From an optimization exercise on the open Yosys and OpenROAD flow, aimed at small area; shortcuts taken in it are not production practice.
In this exercise RTL edits were held to simulation tests only and were not proved equivalent to the original.
The clock port is modelled as an ideal driver; clocking choices that lean on that would not hold on a real chip.
No activity file was given, so power comes from the tool's default toggle rates.

==> run a <==
==> flow/design.v <==
module aqtc_symq (
    input  wire [23:0] y,
    input  wire        s,
    input  wire [3:0]  bap,       
    output wire [3:0]  q
);
    wire [24:0] u  = {~s, y};
    wire neg = bap[0];                                 
    wire a2  = ~bap[2] & ~(bap[1] & bap[0]);           
    wire a4  = bap[2] & bap[0];                        
    wire a3  = ~a2 & ~a4;                              
    wire b4  = bap[2] & ~bap[0];                       
    wire [28:0] U0 = {4'b0, u};
    wire [28:0] X  = U0 ^ {29{neg}};
    wire [28:0] Y  = ({29{a2}} & (U0 << 2)) | ({29{a3}} & (U0 << 3)) | ({29{a4}} & (U0 << 4));
    wire [28:0] Z  = {29{b4}} & (U0 << 1);
    wire [28:0] S1 = X ^ Y ^ Z;
    wire [28:0] C1 = {(X[27:0] & Y[27:0]) | (X[27:0] & Z[27:0]) | (Y[27:0] & Z[27:0]), neg};
    wire [29:0] c;
    assign c[0] = 1'b0;
    genvar i;
    generate for (i = 0; i < 29; i = i + 1) begin : g_chain
        assign c[i+1] = (S1[i] & C1[i]) | (c[i] & (S1[i] | C1[i]));
    end endgenerate
    assign q = S1[28:25] ^ C1[28:25] ^ c[28:25];
endmodule
module aqtc_asymq (
    input  wire [23:9] y,         
    input  wire        s,         
    input  wire        in_range,
    input  wire [3:0]  bap,       
    output wire [15:0] code
);
    wire [15:0] yc = {s, in_range ? y : {15{~s}}};
    reg  [3:0]  r;
    always @(*) begin
        case (bap)
            4'd6:    r = 4'd11;
            4'd7:    r = 4'd10;
            4'd8:    r = 4'd9;
            4'd9:    r = 4'd8;
            4'd10:   r = 4'd7;
            4'd11:   r = 4'd6;
            4'd12:   r = 4'd5;
            4'd13:   r = 4'd4;
            4'd14:   r = 4'd2;
            default: r = 4'd0;
        endcase
    end
    wire [15:0] t1 = r[3] ? {8'd0, yc[15:8]} : yc;
    wire [15:0] t2 = r[2] ? {4'd0, t1[15:4]} : t1;
    wire [15:0] t3 = r[1] ? {2'd0, t2[15:2]} : t2;
    assign code    = r[0] ? {1'd0, t3[15:1]} : t3;
endmodule
module aqtc_qelem (
    input  wire        clk,
    input  wire        rst,
    input  wire        in_valid,
    input  wire        in_qblk,
    input  wire [10:0] in_slot,
    input  wire [31:0] in_c,
    input  wire [7:0]  in_e,
    input  wire [3:0]  in_bap,
    output wire        out_valid,
    output wire [2:0]  out_err,
    output wire [10:0] out_slot,
    output wire [31:0] out_word,
    output wire        out_hwe,
    output wire [10:0] out_hslot,
    output wire [15:0] out_hval
);
    wire       elem   = in_valid & ~in_qblk & ~rst;
    wire       is0    = (in_bap == 4'd0);
    wire       is_sym = ~in_bap[3] & ~is0 & ~(in_bap[2] & in_bap[1]);    
    wire       bad_e  = (|in_e[7:5]) | (in_e[4] & in_e[3] & (|in_e[2:0]));
    wire       be     = ~is0 & bad_e;
    wire [4:0] k      = in_e[4:0];
    wire       s      = in_c[31];
    wire [23:0] w0 = in_c[23:0];
    wire [23:0] w1 = k[4] ? {w0[7:0],  16'd0} : w0;
    wire [23:0] w2 = k[3] ? {w1[15:0],  8'd0} : w1;
    wire [23:0] w3 = k[2] ? {w2[19:0],  4'd0} : w2;
    wire [23:0] w4 = k[1] ? {w3[21:0],  2'd0} : w3;
    wire [23:0] y  = k[0] ? {w4[22:0],  1'd0} : w4;
    wire any1 = (|in_c[30:24]) | (k[4] & |w0[23:8]) | (k[3] & |w1[23:16])
              | (k[2] & |w2[23:20]) | (k[1] & |w3[23:22]) | (k[0] & w4[23]);
    wire all1 = (&in_c[30:24]) & (~k[4] | &w0[23:8]) & (~k[3] | &w1[23:16])
              & (~k[2] | &w2[23:20]) & (~k[1] | &w3[23:22]) & (~k[0] | w4[23]);
    wire in_range = s ? all1 : ~any1;
    wire [3:0]  q;
    wire [15:0] code;
    aqtc_symq  u_symq  (.y(y), .s(s), .bap(in_bap), .q(q));
    aqtc_asymq u_asymq (.y(y[23:9]), .s(s), .in_range(in_range), .bap(in_bap), .code(code));
    wire qr  = is_sym & ~bad_e & ~in_range;
    wire okA = ~be & ~qr;
    wire wr  = elem & okA;
    reg  [1:0] cnt1, cnt2;
    reg        cnt4;
    wire [6:0] q9  = {2'd0, q[1], q[0], 1'b0, q[1], q[0]};                   
    wire [6:0] q3  = {4'd0, q[1], q[1] | q[0], q[0]};
    wire [6:0] q25 = {(q[1] & q[0]) | q[2], (q[1] & ~q[0]) | q[2], q[0] ^ q[1],
                      q[0], q[2], q[1], q[0]};                                 
    wire [6:0] q5  = {2'd0, q[2], q[1], q[0] | q[2], q[1], q[0]};
    reg  [6:0] q11;                                                           
    always @(*) begin
        case (q)
            4'd1:    q11 = 7'd11;
            4'd2:    q11 = 7'd22;
            4'd3:    q11 = 7'd33;
            4'd4:    q11 = 7'd44;
            4'd5:    q11 = 7'd55;
            4'd6:    q11 = 7'd66;
            4'd7:    q11 = 7'd77;
            4'd8:    q11 = 7'd88;
            4'd9:    q11 = 7'd99;
            4'd10:   q11 = 7'd110;
            default: q11 = 7'd0;
        endcase
    end
    wire bp1 = (in_bap == 4'd1), bp2 = (in_bap == 4'd2), bp4 = (in_bap == 4'd4);
    wire s9   = okA & bp1 & (cnt1 == 2'd0);
    wire s3   = okA & bp1 & cnt1[0];
    wire s25  = okA & bp2 & (cnt2 == 2'd0);
    wire s5   = okA & bp2 & cnt2[0];
    wire s11  = okA & bp4 & ~cnt4;
    wire sm   = okA & ((bp1 & |cnt1) | (bp2 & |cnt2) | (bp4 & cnt4));
    wire sq   = okA & ((in_bap == 4'd3) | (in_bap == 4'd5) | (bp1 & cnt1[1]) | (bp2 & cnt2[1]) | (bp4 & cnt4));
    wire sa   = okA & (in_bap[3] | (in_bap[2] & in_bap[1]));
    wire [15:0] val = ({16{sa}} & code) | {8'd0, sm, 7'd0} | {12'd0, {4{sq}} & q}
                    | {9'd0, ({7{s9}} & q9) | ({7{s3}} & q3) | ({7{s25}} & q25) | ({7{s5}} & q5) | ({7{s11}} & q11)};
    always @(posedge clk) begin
        if (rst || (in_valid && in_qblk)) begin
            cnt1 <= 2'd0;
            cnt2 <= 2'd0;
            cnt4 <= 1'b0;
        end else if (wr) begin
            if (in_bap == 4'd1) cnt1 <= {cnt1[0], ~cnt1[1] & ~cnt1[0]};    
            if (in_bap == 4'd2) cnt2 <= {cnt2[0], ~cnt2[1] & ~cnt2[0]};
            if (in_bap == 4'd4) cnt4 <= ~cnt4;
        end
    end
    reg        wr_r, be_r, qr_r;
    reg [3:0]  bap_r;
    reg [10:0] slot_r;
    reg [15:0] val_r;
    always @(posedge clk) begin
        wr_r   <= wr;
        be_r   <= elem & be;
        qr_r   <= elem & qr;
        bap_r  <= wr ? in_bap : 4'd0;
        slot_r <= in_slot;
        val_r  <= val;
    end
    reg [10:0] head1, head2, head4;
    reg [15:0] hval1, hval2, hval4;
    reg        f1281, f1282, f1284;
    reg        eq12, eq14, eq24;
    wire g1 = (bap_r == 4'd1);
    wire g2 = (bap_r == 4'd2);
    wire g4 = (bap_r == 4'd4);
    wire m1 = g1 & val_r[7], m2 = g2 & val_r[7], m4 = g4 & val_r[7];
    wire o1 = g1 & ~val_r[7], o2 = g2 & ~val_r[7], o4 = g4 & ~val_r[7];
    wire member = m1 | m2 | m4;
    wire [15:0] own_val = {val_r[15:7], val_r[6:0] & {7{~member}}};
    wire [10:0] ghead = ({11{m1}} & head1) | ({11{m2}} & head2) | ({11{m4}} & head4);
    wire r1 = m1 & ~f1281, r2 = m2 & ~f1282, r4 = m4 & ~f1284;
    wire [15:0] ghval = ({16{r1}} & hval1) | ({16{r2}} & hval2) | ({16{r4}} & hval4)
                      | {8'd0, (m1 & f1281) | (m2 & f1282) | (m4 & f1284), 7'd0};
    wire [4:0]  inc = val_r[4:0] & {5{member}};
    wire [16:0] hc;
    wire [15:0] head_sum;
    assign hc[0] = 1'b0;
    genvar i;
    generate for (i = 0; i < 16; i = i + 1) begin : g_add
        if (i < 5) begin : g_fa
            assign head_sum[i] = ghval[i] ^ inc[i] ^ hc[i];
            assign hc[i+1]     = (ghval[i] & inc[i]) | (hc[i] & (ghval[i] ^ inc[i]));
        end else begin : g_ha
            assign head_sum[i] = ghval[i] ^ hc[i];
            assign hc[i+1]     = ghval[i] & hc[i];
        end
    end endgenerate
    wire [15:0] wval = head_sum | (val_r & {16{~member}});
    wire hit1 = (head1 == slot_r);
    wire hit2 = (head2 == slot_r);
    wire hit4 = (head4 == slot_r);
    wire own1 = o1 | (wr_r & hit1);
    wire own2 = o2 | (wr_r & hit2);
    wire own4 = o4 | (wr_r & hit4);
    wire hw1  = m1 | (m2 & eq12) | (m4 & eq14);
    wire hw2  = m2 | (m1 & eq12) | (m4 & eq24);
    wire hw4  = m4 | (m1 & eq14) | (m2 & eq24);
    wire en1  = own1 ? ~member : hw1;
    wire en2  = own2 ? ~member : hw2;
    wire en4  = own4 ? ~member : hw4;
    always @(posedge clk) begin
        if (o1) head1 <= slot_r;
        if (o2) head2 <= slot_r;
        if (o4) head4 <= slot_r;
        if (en1) hval1 <= wval;
        if (en2) hval2 <= wval;
        if (en4) hval4 <= wval;
        if (own1 & member) f1281 <= 1'b1; else if (en1) f1281 <= 1'b0;
        if (own2 & member) f1282 <= 1'b1; else if (en2) f1282 <= 1'b0;
        if (own4 & member) f1284 <= 1'b1; else if (en4) f1284 <= 1'b0;
        if (o1) begin eq12 <= hit2; eq14 <= hit4; end
        if (o2) begin eq12 <= hit1; eq24 <= hit4; end
        if (o4) begin eq14 <= hit1; eq24 <= hit2; end
    end
    assign out_valid = wr_r | be_r | qr_r;
    assign out_err   = {qr_r, be_r, be_r};
    assign out_slot  = slot_r;
    assign out_word  = {8'd0, bap_r, 3'd0, member, own_val};
    assign out_hwe   = member;
    assign out_hslot = ghead;
    assign out_hval  = head_sum;
endmodule
==> flow/flow/run.sh <==
#!/bin/bash
# Standard layout, with: the combinational logic re-mapped for area after
# floorplanning (restructure.tcl), the smallest buffer for the port buffers,
# cells with slack to spare downsized after placement repair (recover.tcl),
# and small clock-tree buffers without dummy loads.
set -e
export POST_FLOORPLAN_TCL="$PWD/flow/restructure.tcl"
export BUFFER_PORTS_ARGS="-buffer_cell sky130_fd_sc_hd__buf_1"
export POST_RESIZE_TCL="$PWD/flow/recover.tcl"
export CTS_ARGS="-sink_clustering_enable -repair_clock_nets -dont_use_dummy_load -buf_list sky130_fd_sc_hd__clkbuf_4 -sink_clustering_max_diameter 40"
bash standard.sh > standard.log 2>&1
==> flow/flow/recover.tcl <==
# After the standard repair_design: downsize cells that have slack to spare.
estimate_parasitics -placement
repair_timing -recover_power 100
==> flow/flow/restructure.tcl <==
# Area recovery on the synthesized netlist: re-map its combinational logic
# with ABC for area (OpenROAD restructure), using the platform library
# without its don't-use cells.  Registers are not touched.
set lib_in  [lindex $::env(LIB_FILES) 0]
set rmp_dir $::env(OBJECTS_DIR)/rmp
file mkdir $rmp_dir
set lib_out $rmp_dir/rmp_cells.lib
set fi [open $lib_in r]
set fo [open $lib_out w]
set skip 0
set depth 0
while { [gets $fi line] >= 0 } {
  if { !$skip && [regexp {^\s*cell\s*\(\s*"?([A-Za-z0-9_]+)"?\s*\)} $line -> name] } {
    foreach p $::env(DONT_USE_CELLS) {
      if { [string match $p $name] } {
        set skip 1
        set depth 0
        break
      }
    }
  }
  if { $skip } {
    incr depth [regexp -all {\{} $line]
    incr depth -[regexp -all {\}} $line]
    if { $depth <= 0 && [regexp {\}} $line] } {
      set skip 0
    }
    continue
  }
  puts $fo $line
}
close $fi
close $fo
report_design_area
restructure -target area -liberty_file $lib_out \
  -tielo_port sky130_fd_sc_hd__conb_1/LO -tiehi_port sky130_fd_sc_hd__conb_1/HI \
  -work_dir $rmp_dir
report_design_area
# restructure leaves the tie cells it replaced driving nets with no load:
# remove those.
set block [ord::get_db_block]
set n_removed 0
foreach inst [$block getInsts] {
  if { [[$inst getMaster] getName] != "sky130_fd_sc_hd__conb_1" } { continue }
  set used 0
  set nets {}
  foreach it [$inst getITerms] {
    set net [$it getNet]
    if { $net == "NULL" } { continue }
    if { [$net getSigType] != "SIGNAL" } { continue }
    lappend nets $net
    if { [llength [$net getITerms]] > 1 || [llength [$net getBTerms]] > 0 } { set used 1 }
  }
  if { !$used } {
    odb::dbInst_destroy $inst
    foreach net $nets { odb::dbNet_destroy $net }
    incr n_removed
  }
}
puts "removed $n_removed unused tie cells"
report_design_area
==> flow/standard.sh <==
#!/bin/bash
# synth_recipe.tcl (not shown) runs the flow's synth.tcl, then flattens the netlist and writes it again
# the make line also repeats each setting of config.mk as NAME=value (left out here)
make -C /OpenROAD-flow-scripts/flow DESIGN_CONFIG=/design/flow/config.mk WORK_HOME=/design/flow/orfs CLKGATE_MAP_FILE= SYNTH_SCRIPT=/design/flow/synth_recipe.tcl "${@:-finish}"
==> flow/config.mk <==
export PLATFORM = sky130hd
export DESIGN_NAME = aqtc_qelem
export DESIGN_NICKNAME = aqtc_qelem
export VERILOG_FILES = /design/flow/design.v
export SDC_FILE = /design/flow/constraint.sdc
export NUM_CORES = 4
export LEC_CHECK = 0
export ABC_AREA = 1
export CAP_MARGIN = 20
export CORE_MARGIN = 2
export CORE_UTILIZATION = 70
export SLEW_MARGIN = 20
==> flow/constraint.sdc <==
create_clock -name core_clock -period 20.0 [get_ports {clk}]
set_input_delay 4.0000 -clock core_clock [delete_from_list [all_inputs] [get_ports {clk}]]
set_output_delay 4.0000 -clock core_clock [all_outputs]
set_load 0.01 [all_outputs]
==> run b (differences from run a) <==
--- a/flow/design.v
+++ b/flow/design.v
@@ -139,14 +139,12 @@
             if (in_bap == 4'd4) cnt4 <= ~cnt4;
         end
     end
-    reg        wr_r, be_r, qr_r;
+    reg [1:0]  st_r;
     reg [3:0]  bap_r;
     reg [10:0] slot_r;
     reg [15:0] val_r;
     always @(posedge clk) begin
-        wr_r   <= wr;
-        be_r   <= elem & be;
-        qr_r   <= elem & qr;
+        st_r   <= {elem & ~okA, elem & (okA | qr)};
         bap_r  <= wr ? in_bap : 4'd0;
         slot_r <= in_slot;
         val_r  <= val;
@@ -184,6 +182,9 @@
     wire hit1 = (head1 == slot_r);
     wire hit2 = (head2 == slot_r);
     wire hit4 = (head4 == slot_r);
+    wire wr_r = ~st_r[1] & st_r[0];
+    wire be_r = st_r[1] & ~st_r[0];
+    wire qr_r = st_r[1] & st_r[0];
     wire own1 = o1 | (wr_r & hit1);
     wire own2 = o2 | (wr_r & hit2);
     wire own4 = o4 | (wr_r & hit4);
@@ -207,7 +208,7 @@
         if (o2) begin eq12 <= hit1; eq24 <= hit4; end
         if (o4) begin eq14 <= hit1; eq24 <= hit2; end
     end
-    assign out_valid = wr_r | be_r | qr_r;
+    assign out_valid = st_r[1] | st_r[0];
     assign out_err   = {qr_r, be_r, be_r};
     assign out_slot  = slot_r;
     assign out_word  = {8'd0, bap_r, 3'd0, member, own_val};
==> flow/flow/run.sh (replaced) <==
#!/bin/bash
# Standard layout, with: the combinational logic re-mapped for area after
# floorplanning (restructure.tcl), the smallest buffer for the port buffers,
# cells with slack to spare downsized after placement repair (recover.tcl),
# small clock-tree buffers without dummy loads, and the clock buffers that
# drive many flip-flops upsized after clock tree synthesis (cts_fix.tcl).
set -e
export POST_FLOORPLAN_TCL="$PWD/flow/restructure.tcl"
export BUFFER_PORTS_ARGS="-buffer_cell sky130_fd_sc_hd__buf_1"
export POST_RESIZE_TCL="$PWD/flow/recover.tcl"
export CTS_ARGS="-sink_clustering_enable -repair_clock_nets -dont_use_dummy_load -buf_list sky130_fd_sc_hd__clkbuf_4 -sink_clustering_max_diameter 40"
export POST_CTS_TCL="$PWD/flow/cts_fix.tcl"
bash standard.sh > standard.log 2>&1
==> flow/flow/cts_fix.tcl (new file) <==
# After clock tree synthesis: upsize the clock buffers that drive many
# flip-flops (or a slow edge) to the next size, so that every flip-flop
# clock pin sees a sharp edge, then legalize the placement again.
estimate_parasitics -placement
set n_up 0
foreach inst [get_cells *] {
  if { [get_property $inst ref_name] != "sky130_fd_sc_hd__clkbuf_4" } { continue }
  set out [get_pins -of_objects $inst -filter "direction == output"]
  set net [get_nets -of_objects $out]
  set loads [llength [get_pins -of_objects $net -filter "direction == input"]]
  set slow 0
  foreach p [get_pins -of_objects $net -filter "direction == input"] {
    if { [get_property $p slew_max] > 0.100 } { set slow 1 }
  }
  if { $loads >= 11 || $slow } {
    replace_cell $inst sky130_fd_sc_hd__clkbuf_8
    incr n_up
  }
}
puts "upsized $n_up clock buffers"
detailed_placement
check_placement -verbose
--- a/flow/config.mk
+++ b/flow/config.mk
@@ -6,7 +6,7 @@
 export NUM_CORES = 4
 export LEC_CHECK = 0
 export ABC_AREA = 1
-export CAP_MARGIN = 20
+export CAP_MARGIN = 5
 export CORE_MARGIN = 2
 export CORE_UTILIZATION = 70
-export SLEW_MARGIN = 20
+export SLEW_MARGIN = 5
==> run c (differences from run a) <==
--- a/flow/design.v
+++ b/flow/design.v
@@ -5,11 +5,10 @@
     output wire [3:0]  q
 );
     wire [24:0] u  = {~s, y};
-    wire neg = bap[0];                                 
-    wire a2  = ~bap[2] & ~(bap[1] & bap[0]);           
-    wire a4  = bap[2] & bap[0];                        
-    wire a3  = ~a2 & ~a4;                              
-    wire b4  = bap[2] & ~bap[0];                       
+    wire b1 = (bap == 4'd1), b2 = (bap == 4'd2), b3 = (bap == 4'd3), b4 = (bap == 4'd4);
+    wire b5 = ~(b1 | b2 | b3 | b4);
+    wire neg = b1 | b3 | b5;
+    wire a2 = b1 | b2, a3 = b3 | b4, a4 = b5;
     wire [28:0] U0 = {4'b0, u};
     wire [28:0] X  = U0 ^ {29{neg}};
     wire [28:0] Y  = ({29{a2}} & (U0 << 2)) | ({29{a3}} & (U0 << 3)) | ({29{a4}} & (U0 << 4));
@@ -82,11 +81,13 @@
     wire [23:0] w3 = k[2] ? {w2[19:0],  4'd0} : w2;
     wire [23:0] w4 = k[1] ? {w3[21:0],  2'd0} : w3;
     wire [23:0] y  = k[0] ? {w4[22:0],  1'd0} : w4;
-    wire any1 = (|in_c[30:24]) | (k[4] & |w0[23:8]) | (k[3] & |w1[23:16])
-              | (k[2] & |w2[23:20]) | (k[1] & |w3[23:22]) | (k[0] & w4[23]);
-    wire all1 = (&in_c[30:24]) & (~k[4] | &w0[23:8]) & (~k[3] | &w1[23:16])
-              & (~k[2] | &w2[23:20]) & (~k[1] | &w3[23:22]) & (~k[0] | w4[23]);
-    wire in_range = s ? all1 : ~any1;
+    wire ov0 = |(in_c[30:24] ^ {7{s}});
+    wire ov1 = k[4] & |(w0[23:8]  ^ {16{s}});
+    wire ov2 = k[3] & |(w1[23:16] ^ {8{s}});
+    wire ov3 = k[2] & |(w2[23:20] ^ {4{s}});
+    wire ov4 = k[1] & |(w3[23:22] ^ {2{s}});
+    wire ov5 = k[0] & (w4[23] ^ s);
+    wire in_range = ~(ov0 | ov1 | ov2 | ov3 | ov4 | ov5);
     wire [3:0]  q;
     wire [15:0] code;
     aqtc_symq  u_symq  (.y(y), .s(s), .bap(in_bap), .q(q));
@@ -96,13 +97,20 @@
     wire wr  = elem & okA;
     reg  [1:0] cnt1, cnt2;
     reg        cnt4;
-    wire [6:0] q9  = {2'd0, q[1], q[0], 1'b0, q[1], q[0]};                   
-    wire [6:0] q3  = {4'd0, q[1], q[1] | q[0], q[0]};
-    wire [6:0] q25 = {(q[1] & q[0]) | q[2], (q[1] & ~q[0]) | q[2], q[0] ^ q[1],
-                      q[0], q[2], q[1], q[0]};                                 
-    wire [6:0] q5  = {2'd0, q[2], q[1], q[0] | q[2], q[1], q[0]};
-    reg  [6:0] q11;                                                           
+    reg [6:0] q9, q25, q11, q3, q5;
     always @(*) begin
+        case (q[1:0])
+            2'd1:    begin q9 = 7'd9;  q3 = 7'd3; end
+            2'd2:    begin q9 = 7'd18; q3 = 7'd6; end
+            default: begin q9 = 7'd0;  q3 = 7'd0; end
+        endcase
+        case (q[2:0])
+            3'd1:    begin q25 = 7'd25;  q5 = 7'd5;  end
+            3'd2:    begin q25 = 7'd50;  q5 = 7'd10; end
+            3'd3:    begin q25 = 7'd75;  q5 = 7'd15; end
+            3'd4:    begin q25 = 7'd100; q5 = 7'd20; end
+            default: begin q25 = 7'd0;   q5 = 7'd0;  end
+        endcase
         case (q)
             4'd1:    q11 = 7'd11;
             4'd2:    q11 = 7'd22;
@@ -117,17 +125,29 @@
             default: q11 = 7'd0;
         endcase
     end
-    wire bp1 = (in_bap == 4'd1), bp2 = (in_bap == 4'd2), bp4 = (in_bap == 4'd4);
-    wire s9   = okA & bp1 & (cnt1 == 2'd0);
-    wire s3   = okA & bp1 & cnt1[0];
-    wire s25  = okA & bp2 & (cnt2 == 2'd0);
-    wire s5   = okA & bp2 & cnt2[0];
-    wire s11  = okA & bp4 & ~cnt4;
-    wire sm   = okA & ((bp1 & |cnt1) | (bp2 & |cnt2) | (bp4 & cnt4));
-    wire sq   = okA & ((in_bap == 4'd3) | (in_bap == 4'd5) | (bp1 & cnt1[1]) | (bp2 & cnt2[1]) | (bp4 & cnt4));
-    wire sa   = okA & (in_bap[3] | (in_bap[2] & in_bap[1]));
-    wire [15:0] val = ({16{sa}} & code) | {8'd0, sm, 7'd0} | {12'd0, {4{sq}} & q}
-                    | {9'd0, ({7{s9}} & q9) | ({7{s3}} & q3) | ({7{s25}} & q25) | ({7{s5}} & q5) | ({7{s11}} & q11)};
+    reg [15:0] val;
+    always @(*) begin
+        val = 16'd0;
+        if (okA) begin
+            case (in_bap)
+                4'd0: val = 16'd0;
+                4'd1: case (cnt1)
+                          2'd0:    val = {9'd0, q9};
+                          2'd1:    val = {8'd0, 1'b1, q3};
+                          default: val = {8'd0, 1'b1, 3'd0, q};
+                      endcase
+                4'd2: case (cnt2)
+                          2'd0:    val = {9'd0, q25};
+                          2'd1:    val = {8'd0, 1'b1, q5};
+                          default: val = {8'd0, 1'b1, 3'd0, q};
+                      endcase
+                4'd3: val = {12'd0, q};
+                4'd4: val = cnt4 ? {8'd0, 1'b1, 3'd0, q} : {9'd0, q11};
+                4'd5: val = {12'd0, q};
+                default: val = code;
+            endcase
+        end
+    end
     always @(posedge clk) begin
         if (rst || (in_valid && in_qblk)) begin
             cnt1 <= 2'd0;
==> flow/flow/run.sh (replaced) <==
#!/bin/bash
# Standard layout, with the smallest buffer for the port buffers, small
# clock-tree buffers without dummy loads, and cells with slack to spare
# downsized after placement repair.
set -e
export BUFFER_PORTS_ARGS="-buffer_cell sky130_fd_sc_hd__buf_1"
export CTS_ARGS="-sink_clustering_enable -repair_clock_nets -dont_use_dummy_load -buf_list sky130_fd_sc_hd__clkbuf_4 -sink_clustering_max_diameter 40"
export POST_RESIZE_TCL="$PWD/flow/recover.tcl"
bash standard.sh > standard.log 2>&1
--- a/flow/config.mk
+++ b/flow/config.mk
@@ -8,5 +8,5 @@
 export ABC_AREA = 1
 export CAP_MARGIN = 20
 export CORE_MARGIN = 2
-export CORE_UTILIZATION = 70
+export CORE_UTILIZATION = 60
 export SLEW_MARGIN = 20
removed: flow/flow/restructure.tcl
==> qor summary <==
| quantity | run c | run b | run a |
|---|---|---|---|
| Run status | no timing/DRC/antenna violations | no timing/DRC/antenna violations | no timing/DRC/antenna violations |
| Count of placed standard cells including taps | 1626 | 1369 | 1353 |
| DR WL/cell | 15.2 µm | 18.3 µm | 18.1 µm |
| Clock slew at the register clock pins of the worst setup and hold paths | 90 ps | 70 ps | 80 ps |
| Hpwl dp | 19.3 mm | 19.3 mm | 18.4 mm |
| Total number of H-tree levels | 4 | - | 4 |
| Proportion of synthesized area in mux cells | 0.797% | 0.412% | 0.414% |
| Share of cell area taken by flip-flops and latches | 31.8% | 35.2% | 35.4% |
| Power Total | 0.000641 W | 0.000578 W | 0.000576 W |
| Die outline width | 133 µm | 122 µm | 122 µm |
| Number of stages on the worst setup path | 43 | 53 | 52 |
| # rows | 47 | 43 | 42 |
| Leakage power summed over all cells | 4.59 nW | 3.05 nW | 3.02 nW |
| Routed wire length on met2 | 12.4 mm | 12.2 mm | 11.6 mm |
| Critical-path top delay cell | sky130_fd_sc_hd__clkinvlp_2 | sky130_fd_sc_hd__clkbuf_1 | sky130_fd_sc_hd__nor2_1 |
| CTS Buf Count | 17 | - | 17 |
| Post-Synth Simple-Gate Area | 27.3% | 26.4% | 26.5% |
| Total placed instance area | 0.0104 mm² | 0.00935 mm² | 0.00934 mm² |
| Worst reg2reg setup slack | 13560 ps | 13730 ps | 13340 ps |
| Clock group | 0.000113 W | 0.000118 W | 0.000111 W |

-- separate check: timing with driven ports --
Ports are ideal in the flow. The routed layouts listed here were re-timed in OpenROAD. Step 1 assumes that a clkbuf_16 drives the clock port and a buf_2 every other input. Step 2 times the ports against the registers' clock, not the clock port: input delays grow and output delays shrink by t, the midpoint of the rising clock arrivals with the driver on. Three values: ideal, step 1, step 2; two values: the first two.
| run | shift t [ns] | setup WS [ns] | hold slack, ns | latest minus earliest clock arrival (ns) | cell pins on the clock port's net |
|---|---|---|---|---|---|
| run a | 0.508 | 6.182 / 6.188 / 5.681 | 0.479 / 0.479 / 0.479 | 0.033 / 0.033 | 1 |
| run b | 0.427 | 6.725 / 6.737 / 6.310 | 0.491 / 0.491 / 0.491 | 0.034 / 0.034 | 1 |
| run c | 0.520 | 8.651 / 8.660 / 8.139 | 0.507 / 0.507 / 0.507 | 0.033 / 0.033 | 1 |
After both steps setup and hold are still met in every run listed. For run c, which loses most, drivers alone change the setup slack by +0.009 ns; drivers and shift together by -0.512 ns.
